Context: an optimization exercise on an open-source flow, tuned for small area. The choices shown serve that exercise and are no tape-out recipe.
The RTL was checked by simulation tests, not by an equivalence proof against the original design.
Power figures rest on the tool's default switching activity, not on a simulated workload.

### flow/config.mk
export PLATFORM = sky130hd
export DESIGN_NAME = pcodec
export DESIGN_NICKNAME = pcodec
export VERILOG_FILES = /design/flow/design.v
export SDC_FILE = /design/flow/constraint.sdc
export NUM_CORES = 4
export LEC_CHECK = 0
export CAP_MARGIN = 20
export CORE_MARGIN = 2
export CORE_UTILIZATION = 40
export SLEW_MARGIN = 20
### flow/constraint.sdc
create_clock -name core_clock -period 10.0 [get_ports {clk}]
set_input_delay 2.0000 -clock core_clock [delete_from_list [all_inputs] [get_ports {clk}]]
set_output_delay 2.0000 -clock core_clock [all_outputs]
set_load 0.01 [all_outputs]
### flow/design.v
module pcodec (
  input  wire        clk,
  input  wire        rst,
  input  wire        start,
  input  wire [7:0]  op,
  input  wire [19:0] a_len,
  input  wire [19:0] out_cap,
  output wire        busy,
  output wire        done,
  output wire        fatal,
  output wire [3:0]  err,
  output wire [19:0] err_off,
  output wire [19:0] out_len,
  output wire        in_re,
  output wire [19:0] in_addr,
  input  wire [7:0]  in_rdata,
  output wire        out_we,
  output wire [19:0] out_addr,
  output reg  [7:0]  out_wdata
);
  localparam [4:0] S_IDLE = 5'd0,  S_DONE = 5'd1,
                   C_INIT = 5'd2,  C_SC   = 5'd3,  C_EW   = 5'd4,  C_RA   = 5'd5,
                   C_RB   = 5'd6,  C_CD   = 5'd7,  C_HC   = 5'd8,  C_SB   = 5'd9,
                   C_OPN  = 5'd10,
                   D_INIT = 5'd11, D_SECT = 5'd12, D_H0   = 5'd13, D_H1   = 5'd14,
                   D_H2   = 5'd15, D_H3   = 5'd16, D_DC   = 5'd17, D_I0   = 5'd18,
                   D_I1   = 5'd19, D_I2   = 5'd20, D_I3   = 5'd21, D_I4   = 5'd22,
                   D_EM   = 5'd23, D_ERR  = 5'd24;
  localparam [1:0] M_SPLIT = 2'd0, M_END = 2'd1, M_CODE = 2'd2;
  reg [4:0]  st;
  reg [4:0]  ph;
  reg [19:0] N, CAP, RP, OP, HD, RC;
  reg        ob;           
  reg [7:0]  B, D;
  reg [2:0]  idx;
  reg [1:0]  mode;
  reg [3:0]  errc;
  reg [1:0]  errk;
  reg        wp, dopen, brkf, bad, stype, strad, canc, rcs, czf, fail;
  reg        rp_cy, op_cy, hd_cy, rc_cy;
  reg        ca_cy, ca_hz, ca_d0, ca_d1;
  reg        cb_cy, cb_nz;
  reg        dl_c1, dl_c2, k_lt, k_eq;
  wire p0    = (ph == 5'd0);
  wire p1    = (ph == 5'd1);
  wire plast = (ph == 5'd19);
  wire idle  = (st == S_IDLE) | (st == S_DONE);
  wire go    = idle & start;
  assign busy = ~idle;
  assign done = (st == S_DONE);
  wire olt = cb_cy & ~ob & cb_nz;        
  wire ole = cb_cy & ~ob;                
  wire ee  = ca_cy & ~ca_hz & ~ca_d0 & ~ca_d1;    
  wire rc_hz   = ~|RC[15:4];
  wire rc_z    = rc_hz & (RC[3:0] == 4'd0);
  wire rc_one  = rc_hz & (RC[3:0] == 4'd1);
  wire rc_lt11 = rc_hz & (RC[3:0] < 4'd11);
  wire rc_lt12 = rc_hz & (RC[3:0] < 4'd12);
  wire rc_max  = &RC[15:0];
  wire       cmode = (st == C_SC);
  wire [7:0] ax    = cmode ? in_rdata : B;
  wire [7:0] ay    = cmode ? ~D : D;
  wire [7:0] sum   = ax + ay + {7'd0, cmode};
  wire       mm    = (sum != B);
  wire       brk   = mm | rc_max;
  wire cat_new  = rc_z;
  wire cat_sec  = rc_one;
  wire cat_run  = ~rc_z & ~rc_one;
  wire cat_cb   = cat_run & brk & ~rc_lt12;       
  wire cat_lb   = cat_run & brk & rc_lt12;        
  wire cat_m    = cat_run & ~brk;                 
  wire wp_sc    = cat_new | cat_sec | cat_lb | (cat_m & rc_lt11);
  reg rp_clr, rp_k, rp_ci;
  always @(*) begin
    rp_clr = 1'b0; rp_k = 1'b0; rp_ci = 1'b0;
    case (st)
      C_INIT, D_INIT: rp_clr = 1'b1;
      C_SC, C_SB, D_H0, D_H1, D_H2, D_I1, D_I4: rp_ci = 1'b1;
      C_RA: begin rp_k = ~RC[1]; rp_ci = ~brkf; end
      C_RB: rp_k = RC[1];
      D_DC: rp_ci = ~ee;
      D_I0: rp_k = p1;                       
      D_I2: rp_k = ~p0;                      
      D_I3: begin rp_k = p1; rp_ci = 1'b1; end    
      default: ;
    endcase
  end
  wire rp_c  = p0 ? rp_ci : rp_cy;
  wire rp_s  = RP[0] ^ rp_k ^ rp_c;
  wire rp_co = (RP[0] & rp_k) | (RP[0] & rp_c) | (rp_k & rp_c);
  wire rp_nb = ~rp_clr & rp_s;
  reg op_clr, op_rp, op_k, op_ci, op_ext;
  always @(*) begin
    op_clr = 1'b0; op_rp = 1'b0; op_k = 1'b0; op_ci = 1'b0; op_ext = 1'b0;
    case (st)
      C_INIT, D_INIT: op_clr = 1'b1;
      C_SC: begin
        if (wp) op_ci = 1'b1;
        else if (!dopen) begin op_ci = 1'b1; op_k = p1; end
      end
      C_EW, C_CD, D_EM: op_ci = 1'b1;
      C_SB, C_OPN: begin op_ci = 1'b1; op_k = p1; end
      C_HC: if (mode == M_SPLIT && idx == 3'd2) begin op_ci = 1'b1; op_k = p1; end
      C_RB: begin
        op_ext = 1'b1;
        if (strad | canc) op_k = p1 | (ph >= 5'd4);               
        else              op_k = p0 | (ph == 5'd2) | (ph >= 5'd4);  
      end
      D_DC: op_ci = wp;
      D_ERR: begin
        op_rp = 1'b1;
        case (errk)
          2'd1: op_k = 1'b1;       
          2'd2: op_k = ~p0;        
          default: op_k = ~p1;     
        endcase
      end
      default: ;
    endcase
  end
  wire op_b  = op_rp ? RP[0] : OP[0];
  wire op_c  = p0 ? op_ci : op_cy;
  wire op_s  = op_b ^ op_k ^ op_c;
  wire op_co = (op_b & op_k) | (op_b & op_c) | (op_k & op_c);
  wire op_nb = ~op_clr & op_s;
  reg hd_cp, hd_rp, hd_k, hd_ci;
  always @(*) begin
    hd_cp = 1'b0; hd_rp = 1'b0; hd_k = 1'b0; hd_ci = 1'b0;
    case (st)
      C_SC: hd_cp = ~dopen;
      C_SB, C_OPN: hd_cp = 1'b1;
      C_HC: begin
        if (idx == 3'd2) hd_cp = (mode == M_SPLIT);
        else hd_ci = 1'b1;
      end
      C_RB: hd_k = strad & ~p0 & (ph != 5'd16);                  
      D_H3: begin
        hd_rp = 1'b1;
        hd_k  = (ph < 5'd8) ? B[0] : (ph < 5'd16) ? D[0] : 1'b0;
      end
      default: ;
    endcase
  end
  wire hd_b  = hd_rp ? RP[0] : HD[0];
  wire hd_c  = p0 ? hd_ci : hd_cy;
  wire hd_s  = hd_b ^ hd_k ^ hd_c;
  wire hd_co = (hd_b & hd_k) | (hd_b & hd_c) | (hd_k & hd_c);
  wire hd_nb = hd_cp ? OP[0] : hd_s;
  reg rc_k, rc_ci, rc_set, rc_ld;
  reg rc_lb;
  always @(*) begin
    rc_k = 1'b0; rc_ci = 1'b0; rc_set = 1'b0; rc_ld = 1'b0; rc_lb = 1'b0;
    case (st)
      C_INIT, C_SB: begin rc_set = 1'b1; rc_lb = 1'b0; end
      C_SC: begin
        if (p1) begin
          if (cat_new | cat_lb) begin rc_set = 1'b1; rc_lb = 1'b1; end
          else if (cat_sec | cat_m) rc_ci = 1'b1;
        end else if (rcs) rc_set = 1'b1;
      end
      D_I2: begin rc_ld = 1'b1; rc_lb = (ph >= 5'd1) & (ph <= 5'd8) & B[0]; end
      D_I3: begin
        rc_ld = 1'b1;
        rc_lb = ((ph >= 5'd1) & (ph <= 5'd8)) ? RC[0] :
                ((ph >= 5'd9) & (ph <= 5'd16)) ? D[0] : 1'b0;
      end
      D_EM: rc_k = 1'b1;
      default: ;
    endcase
  end
  wire rc_c  = p1 ? rc_ci : rc_cy;
  wire rc_s  = RC[0] ^ rc_k ^ rc_c;
  wire rc_co = (RC[0] & rc_k) | (RC[0] & rc_c) | (rc_k & rc_c);
  wire rc_hi = (ph >= 5'd17) | p0;            
  wire rc_nb = rc_hi ? 1'b0 :
               rc_set ? (p1 & rc_lb) :
               rc_ld ? rc_lb : rc_s;
  wire ca_selN = (st[4:0] < D_SECT) | (st == D_SECT) | (st == D_H0) | (st == D_INIT);
  wire ca_x  = ca_selN ? N[0] : hd_nb;
  wire ca_c  = p0 ? 1'b1 : ca_cy;
  wire ca_d  = ca_x ^ ~rp_nb ^ ca_c;
  wire ca_co = (ca_x & ~rp_nb) | (ca_x & ca_c) | (~rp_nb & ca_c);
  wire ca_neg_f = ~ca_co;
  wire ca_hz_f  = ca_hz | ca_d;
  wire eq0_f    = ~ca_neg_f & ~ca_hz_f & ~ca_d0 & ~ca_d1;
  wire lt2_f    = ca_neg_f | (~ca_hz_f & ~ca_d1);
  wire lt3_f    = ca_neg_f | (~ca_hz_f & ~(ca_d0 & ca_d1));
  wire cb_h3 = (st == D_H3);
  wire cb_x  = cb_h3 ? N[0] : CAP[0];
  wire cb_y  = cb_h3 ? hd_nb : op_nb;
  wire cb_c  = p0 ? 1'b1 : cb_cy;
  wire cb_d  = cb_x ^ ~cb_y ^ cb_c;
  wire cb_co = (cb_x & ~cb_y) | (cb_x & cb_c) | (~cb_y & cb_c);
  wire ob_nx = op_clr ? 1'b0 : (ob ^ op_ext ^ op_co);
  wire cb_y20 = cb_h3 ? hd_co : ob_nx;
  wire gt_f  = ~cb_co | cb_y20;
  wire ole_f = ~gt_f;
  wire dl_k11 = (st == C_HC) & (mode == M_CODE);
  wire dl_kb  = (ph == 5'd2) | (ph >= 5'd4) | (~dl_k11 & (ph == 5'd3));
  wire dl_a   = p0 ? 1'b1 : dl_c1;
  wire dl_s1  = op_nb ^ ~HD[0] ^ dl_a;
  wire dl_n1  = (op_nb & ~HD[0]) | (op_nb & dl_a) | (~HD[0] & dl_a);
  wire dl_b   = p0 ? 1'b1 : dl_c2;
  wire dl_s2  = dl_s1 ^ dl_kb ^ dl_b;
  wire dl_n2  = (dl_s1 & dl_kb) | (dl_s1 & dl_b) | (dl_kb & dl_b);
  wire kc     = (st == C_RA) ? (p0 | p1 | (ph == 5'd3)) : (ph < 5'd16);
  wire klt_in = p0 ? 1'b0 : k_lt;
  wire keq_in = p0 ? 1'b1 : k_eq;
  wire klt_nx = (~dl_s2 & kc) | (~(dl_s2 ^ kc) & klt_in);
  wire keq_nx = keq_in & ~(dl_s2 ^ kc);
  wire offv = ~errc[3] & (errc[2] | (errc[1] & errc[0])) & ~(errc[2] & errc[1] & errc[0]);
  assign fatal   = done & (|errc);
  assign err     = errc & {4{done}};
  assign err_off = OP & {20{done & offv}};
  assign out_len = OP & {20{done & ~(|errc)}};
  assign in_addr = RP;
  assign in_re   = p0 & ((st == C_SC) | (st == C_RB) | (st == C_SB) |
                         (st == D_H0) | (st == D_H1) | (st == D_H2) |
                         (st == D_I0) | (st == D_I1) | (st == D_I2) |
                         (st == D_I3) | (st == D_I4) | ((st == D_DC) & ~ee));
  assign out_addr = (st == C_HC) ? HD : OP;
  reg wr_en, wr_chk_le;
  always @(*) begin
    wr_en = 1'b0; wr_chk_le = 1'b0;
    case (st)
      C_SC, D_DC: wr_en = wp;
      C_EW, C_CD, D_EM: wr_en = 1'b1;
      C_HC: begin wr_en = 1'b1; wr_chk_le = 1'b1; end
      default: ;
    endcase
  end
  assign out_we = p0 & wr_en & (wr_chk_le ? ole : olt);
  always @(*) begin
    case (st)
      C_SC, C_EW: out_wdata = D;
      C_CD: begin
        case (idx)
          3'd0: out_wdata = 8'h01;
          3'd1: out_wdata = 8'h05;
          3'd4: out_wdata = D;
          3'd5: out_wdata = RC[8:1];
          3'd6: out_wdata = RC[16:9];
          3'd7: out_wdata = B;
          default: out_wdata = 8'h00;
        endcase
      end
      C_HC: begin
        case (idx)
          3'd1: out_wdata = B | {8{mode == M_SPLIT}};
          3'd2: out_wdata = D | {8{mode == M_SPLIT}};
          default: out_wdata = 8'h00;
        endcase
      end
      default: out_wdata = B;
    endcase
  end
  wire hc0sh = (st == C_HC) & (idx == 3'd0) & (mode != M_SPLIT);
  always @(posedge clk) begin
    N   <= go ? a_len   : {N[0], N[19:1]};
    CAP <= go ? out_cap : {CAP[0], CAP[19:1]};
    RP  <= {rp_nb, RP[19:1]};
    HD  <= {hd_nb, HD[19:1]};
    RC  <= {rc_nb, RC[19:1]};
    if (!idle) OP <= {op_nb, OP[19:1]};
    rp_cy <= rp_co;
    op_cy <= op_co;
    hd_cy <= hd_co;
    rc_cy <= rc_co;
    ca_cy <= ca_co;
    ca_hz <= (p0 | p1) ? 1'b0 : ca_hz_f;
    if (p0) ca_d0 <= ca_d;
    if (p1) ca_d1 <= ca_d;
    cb_cy <= cb_co;
    cb_nz <= p0 ? cb_d : (cb_nz | cb_d);
    dl_c1 <= dl_n1;
    dl_c2 <= dl_n2;
    k_lt  <= klt_nx;
    k_eq  <= keq_nx;
    if (plast && !idle) ob <= ob_nx;
    ph <= (go | plast) ? 5'd0 : ph + 5'd1;
    case (st)
      C_SC: if (p1) begin
              D <= in_rdata;
              if (cat_sec) B <= sum;
            end
      C_RB, C_SB, D_H2, D_I2, D_I4: if (p1) D <= in_rdata;
      D_H1, D_I1, D_I3: if (p1) B <= in_rdata;
      D_DC: if (p1 && wp) B <= in_rdata;
      D_EM: if (p1) B <= sum;
      default: ;
    endcase
    if (((st == D_H3) && ph < 5'd8) || ((st == D_I2) && ph >= 5'd1 && ph <= 5'd8) ||
        (hc0sh && ph < 5'd8))
      B <= {dl_s2, B[7:1]};
    if (((st == D_H3) && ph >= 5'd8 && ph < 5'd16) || ((st == D_I3) && ph >= 5'd9 && ph <= 5'd16) ||
        (hc0sh && ph >= 5'd8 && ph < 5'd16))
      D <= {dl_s2, D[7:1]};
    if (p0) fail <= wr_en & ~(wr_chk_le ? ole : olt);
    if (st == C_SC && p1) begin
      wp   <= wp_sc;
      rcs  <= cat_new | cat_lb;
      brkf <= cat_cb;
    end
    if (st == D_DC && p0) wp <= ~ee;
    if (st == D_H0 && p1) begin
      bad   <= (in_rdata > 8'd1);
      stype <= in_rdata[0];
    end
    if (st == D_I0 && p1) bad <= (in_rdata != 8'd0);
    if ((st == D_I4 || st == D_EM) && p1) czf <= (st == D_I4) ? rc_z : rc_one;
    if (rst) begin
      st <= S_IDLE;
      errc <= 4'd0;
    end else if (idle) begin
      if (start) begin
        if (op == 8'h01) begin st <= C_INIT; errc <= 4'd0; end
        else if (op == 8'h02) begin st <= D_INIT; errc <= 4'd0; end
        else begin st <= S_DONE; errc <= 4'd8; end
      end
    end else if (plast) begin
      case (st)
        C_INIT: begin
          wp <= 1'b0; dopen <= 1'b0;
          st <= eq0_f ? C_OPN : C_SC;
        end
        C_OPN: begin
          dopen <= 1'b1;
          st <= C_HC; idx <= 3'd0; mode <= M_END;
        end
        C_SC: begin
          dopen <= 1'b1;
          if (brkf) st <= C_RA;
          else if (eq0_f) begin
            if (!wp) st <= C_RA;
            else if (dopen & keq_nx) begin st <= C_HC; idx <= 3'd0; mode <= M_SPLIT; end
            else st <= C_EW;
          end else if (wp & dopen & keq_nx) begin
            st <= C_HC; idx <= 3'd0; mode <= M_SPLIT;
          end
        end
        C_EW: begin
          st <= C_HC; idx <= 3'd0; mode <= M_END;
        end
        C_RA: begin
          strad <= klt_nx;
          canc  <= keq_nx;
          st <= C_RB;
        end
        C_RB: begin
          dopen <= ~canc;
          st <= C_CD; idx <= 3'd0;
        end
        C_CD: begin
          idx <= idx + 3'd1;
          if (fail) begin st <= S_DONE; errc <= 4'd7; end
          else if (idx == 3'd7) begin
            if (dopen) begin st <= C_HC; idx <= 3'd0; mode <= M_CODE; end
            else if (eq0_f) st <= S_DONE;
            else st <= C_SB;
          end
        end
        C_HC: begin
          idx <= idx + 3'd1;
          if (idx == 3'd2) begin
            case (mode)
              M_SPLIT: st <= eq0_f ? C_EW : C_SC;
              M_END: begin
                dopen <= 1'b0;
                st <= S_DONE;
                if (!ole_f) errc <= 4'd7;
              end
              default: begin
                dopen <= 1'b0;
                st <= eq0_f ? S_DONE : C_SB;
              end
            endcase
          end
        end
        C_SB: begin
          wp <= 1'b1; dopen <= 1'b1;
          st <= eq0_f ? C_EW : C_SC;
        end
        D_INIT, D_SECT: st <= eq0_f ? S_DONE : D_H0;
        D_H0: begin
          if (lt2_f) begin st <= D_ERR; errc <= 4'd5; errk <= 2'd1; end
          else if (bad) begin st <= D_ERR; errc <= 4'd3; errk <= 2'd1; end
          else st <= D_H1;
        end
        D_H1: st <= D_H2;
        D_H2: st <= D_H3;
        D_H3: begin
          wp <= 1'b0;
          if (gt_f) begin st <= D_ERR; errc <= 4'd5; errk <= 2'd3; end
          else if (eq0_f) st <= D_SECT;
          else st <= stype ? D_I0 : D_DC;
        end
        D_DC: begin
          if (fail) begin st <= S_DONE; errc <= 4'd7; end
          else if (!wp) st <= D_SECT;
        end
        D_I0: begin
          if (bad) begin st <= D_ERR; errc <= 4'd4; errk <= 2'd2; end
          else if (lt3_f) begin st <= D_ERR; errc <= 4'd6; errk <= 2'd2; end
          else st <= D_I1;
        end
        D_I1: st <= D_I2;
        D_I2: st <= D_I3;
        D_I3: st <= D_I4;
        D_I4: begin
          if (czf) st <= eq0_f ? D_SECT : D_I0;
          else st <= D_EM;
        end
        D_EM: begin
          if (fail) begin st <= S_DONE; errc <= 4'd7; end
          else if (czf) st <= eq0_f ? D_SECT : D_I0;
        end
        D_ERR: st <= S_DONE;
        default: st <= S_IDLE;
      endcase
    end
  end
endmodule
### flow/run.sh
#!/bin/bash
# synth_recipe.tcl (not shown) runs the flow's synth.tcl, then flattens the netlist and writes it again
# the make line also repeats each setting of config.mk as NAME=value (left out here)
make -C /OpenROAD-flow-scripts/flow DESIGN_CONFIG=/design/flow/config.mk WORK_HOME=/design/flow/orfs CLKGATE_MAP_FILE= SYNTH_SCRIPT=/design/flow/synth_recipe.tcl finish
==> summary.txt <==
[stage by stage]
step                      std cells   util  cell area (µm²)
after floorplan                1055      -             9700
after global placement         1471  0.486            11500
after detailed placement       1471  0.486            11500
after CTS                      1503  0.512            12100
after global routing           1503  0.512            12100
final                          1503  0.512            12100
[critical path, delay by kind of cell]
| kind | cells | cell delay [ps] |
|---|---|---|
| XOR/XNOR | 2 | 340 |
| buffers and inverters | 1 | 650 |
| AO/OA/AOI/OAI | 10 | 1900 |
| adder cells (fa/ha/maj) | 2 | 920 |
| AND/OR/NAND/NOR | 3 | 820 |
[metal layers]
layer | track usage | up-vias
met4 | 0.0946 | 0
met3 | 0.0392 | 65
met2 | 0.371 | 373
li1 | - | 4029
met5 | 0 | -
met1 | 0.308 | 3970
[layout make-up]
class | count | area (µm²) | share of cell area
inverters | 37 | 139 | 0.0115
clock inverters | 14 | 184 | 0.0152
flip-flops and latches | 182 | 4190 | 0.347
repair buffers | 167 | 1640 | 0.136
well taps | 319 | 399 | 0.0330
multi-input cells | 766 | 5100 | 0.422
clock buffers | 18 | 439 | 0.0363
[kinds of logic (layout without fill, tap and decap cells)]
kind of cell / count (synthesis) / count (layout)
buffers and inverters: 107 / 236
and+or+nand+nor: 409 / 409
AOI/OAI and AO/OA: 237 / 237
xor gates and xnor gates: 28 / 28
DFF: 182 / 182
adders and majority gates: 27 / 27
muxes: 65 / 65
[sequential cells by signal, summed over array words and instances, names as in the netlist, 5 cells and up]
signal	flops
N	20
D	8
ph	5
CAP	20
RP	20
RC	20
B	8
st	5
OP	20
HD	20
[cell usage in the layout, fill, tap and decap left out, types with 15 or more instances in the layout]
| master | netlist | final |
|---|---|---|
| nand3_1 | 24 | 24 |
| xnor2_1 | 21 | 21 |
| nand2_1 | 140 | 139 |
| clkdlybuf4s50_1 | 0 | 155 |
| nand2b_1 | 15 | 15 |
| mux2_2 | 58 | 58 |
| dfxtp_1 | 127 | 127 |
| nor3_1 | 24 | 24 |
| nor2b_1 | 17 | 17 |
| nor2_1 | 80 | 79 |
| a21oi_1 | 58 | 58 |
| ha_1 | 18 | 18 |
| inv_1 | 36 | 36 |
| and2_1 | 45 | 45 |
| clkbuf_16 | 0 | 17 |
| edfxtp_1 | 55 | 55 |
| o21ai_0 | 37 | 37 |
[worst max-delay path by stage]
stage | from | to | cells after the start
global placement | in_rdata[0] | RC[19] | 18
floorplan | in_rdata[0] | RC[19] | 18
finish | in_rdata[0] | RC[19] | 18
global route | idx[0] | idx[2] | 18
detailed placement | in_rdata[0] | RC[19] | 18
CTS | in_rdata[0] | RC[19] | 18
[power breakdown]
group,leakage (µW),internal (µW),switching [µW]
Clock,0.000304,368,332
Combinational,0.00268,662,821
Sequential,0.00157,1060,153
==> impl_metrics.yaml <==
timing:
  setup_ws_ps: 3740
  fin_hold_ws_ps: 341
  finClkSkew_ps: 13.6
  hold_violations: 0
  final-setup-viol-count: 0
  grt_setup_unrepaired: "false"
  slew_headroom: 0.316
  clock.fmax_ghz: 0.160
  drv_slew: 0
  worst_slew_pin_slew_ps: 1020
  setup_tns_ps: 0
  fin_crit_ps: 6260
  fin_crit_sh: 0.626
synthesis:
  synth.most_common_cell: "nand2_1"
  yosys_warnings: 1
  syn-num-nets: 1141
  synth-seq-area-share: 0.432
  synth_seq_cells: 182
  synth_top_cell_area_share: 0.262
  synth_cell_types: 85
  async_flop_share: 0
  ys_top_cells_by_count: "140 x nand2_1, 127 x dfxtp_1, 80 x nor2_1"
  yosys.area_share.xor_xnor: 0.0253
  synth_cells: 1055
  synthMuxAreaShare: 0.0747
  synth_area_um2: 9700
  synth_area_leader_cell: "dfxtp_1"
  ys_top_cells_by_area: "dfxtp_1 26%, edfxtp_1 17%, mux2_2 6.7%"
  synth_top_family_by_area: "simple AND/OR/NAND/NOR gates"
  synth_area_per_cell_um2: 9.20
  synth_edf_count: 55
  yosys.area_share.adder: 0.0418
  synthSimpleGateAreaFrac: 0.210
  synth-main-ff-cell: "dfxtp_1"
  synth_compound_area_frac: 0.173
job:
  drv_cap: 0
setup_path:
  worstPathMaxFanout: 9
  path_cells: "clkdlybuf4s50_1, nor4b_4, nor2_1, fa_1, xor2_1, xor2_1, a2111oi_0, o2111a_1, o2111a_1, and3_1, a31oi_1, fa_1, a21o_1, a22oi_1, o21ai_0, a311oi_1, a21o_1, o221a_2"
  r2r_slack_ps: 3760
  worst_setup_path_start_kind: "input port"
  end_kind: "flop"
  arrival_ps: 6630
  r2r_start: "st[0]"
  r2r-end: "idx[2]"
  slowest_delay_ps: 650
  critical_path_class: "in2reg"
  cpMaxStageDelayCell: "clkdlybuf4s50_1"
  required_ps: 10380
  ff2ff_path_depth: 16
power:
  leakagePower_uw: 0.00456
  ir_drop_uv: 117
  total_power_uw: 3400
  power_density_nw_per_um2: 281
cts:
  clkLatencyLatePin_ps: 440
  cts_hold_buf: 0
  clk_pin_slew_worst_paths_ps: 70
  cts-root-buf: "clkbuf_16"
  post_cts_buffers: 0
  clockBufferDepth: 2
  cts_made_buffers: 17
  cts_sinks: 182
  cts_tree: "yes"
  h-tree-depth: 4
  cts_resized: 0
routing:
  detail-route-antenna-nets: 0
  top_layer: "met4"
  route.vias.total: 8437
  dr.pass1.iters: 7
  wl_met2_um: 13500
  via_per_inst: 5.61
  drt-met1-wl_um: 12700
  wire_per_inst_um: 19.4
  drtIter0Drc: 775
  wl_met3_um: 2070
  finalWirelength_um: 29200
  drc: 0
placement:
  hpwlAfterDp_um: 21200
  dp_worst_setup_slack_ps: 3400
  port_buffers: 155
  gp_congestion: 0.891
floorplan:
  placement_rows: 56
  start_util: 0.411
  dieArea_um2: 25500
  die_h_um: 160
  ios: 156
  die_w_um: 160
  core_area_um2: 23600
hold_path:
  worstHoldStart: "RC[18]"
  holdPathStages: 0
  hold_class: "reg2reg"
  hold_path_end: "RC[17]"
layout:
  area_delta_synth_final_pct: 24.7
  antennaDiodeCount: 0
  fillers: 2223
  fin_nets: 1257
  drive_above_1_share: 0.103
status:
  status: "no timing/DRC/antenna violations"
grt:
  antenna_found_initial: 0
  grt_pass1_vias: 8064
  grt_pass1_wl_um: 46400
  grt_max_degree: 50
  overflow: 0
  gr-usage-all-layers: 0.231

-- re-timing with driven ports --
How much do the figures lean on ideal ports? The routed layout below was timed once more, with nothing changed but the port constraints.
Step 1 (the two cells are an assumption about what drives the block):
set clk [get_ports {clk}]
set_driving_cell -lib_cell sky130_fd_sc_hd__clkbuf_16 $clk
set_driving_cell -lib_cell sky130_fd_sc_hd__buf_2 [delete_from_list [all_inputs] $clk]
Step 2 times the ports against the registers' clock, not the clock port: input delays grow and output delays shrink by t, the midpoint of the rising clock arrivals with the driver on.
Slacks: ideal ports / drivers / drivers and shift; pairs: ideal ports / drivers.
t, ns: 0.477
slack for setup (ns): 3.744 / 3.738 / 3.260
hold WS [ns]: 0.341 / 0.341 / 0.341
pins driven straight from the clock port: 1
After both steps setup and hold are still met in this run. For this run, drivers alone change the setup slack by -0.006 ns; drivers and shift together by -0.484 ns.
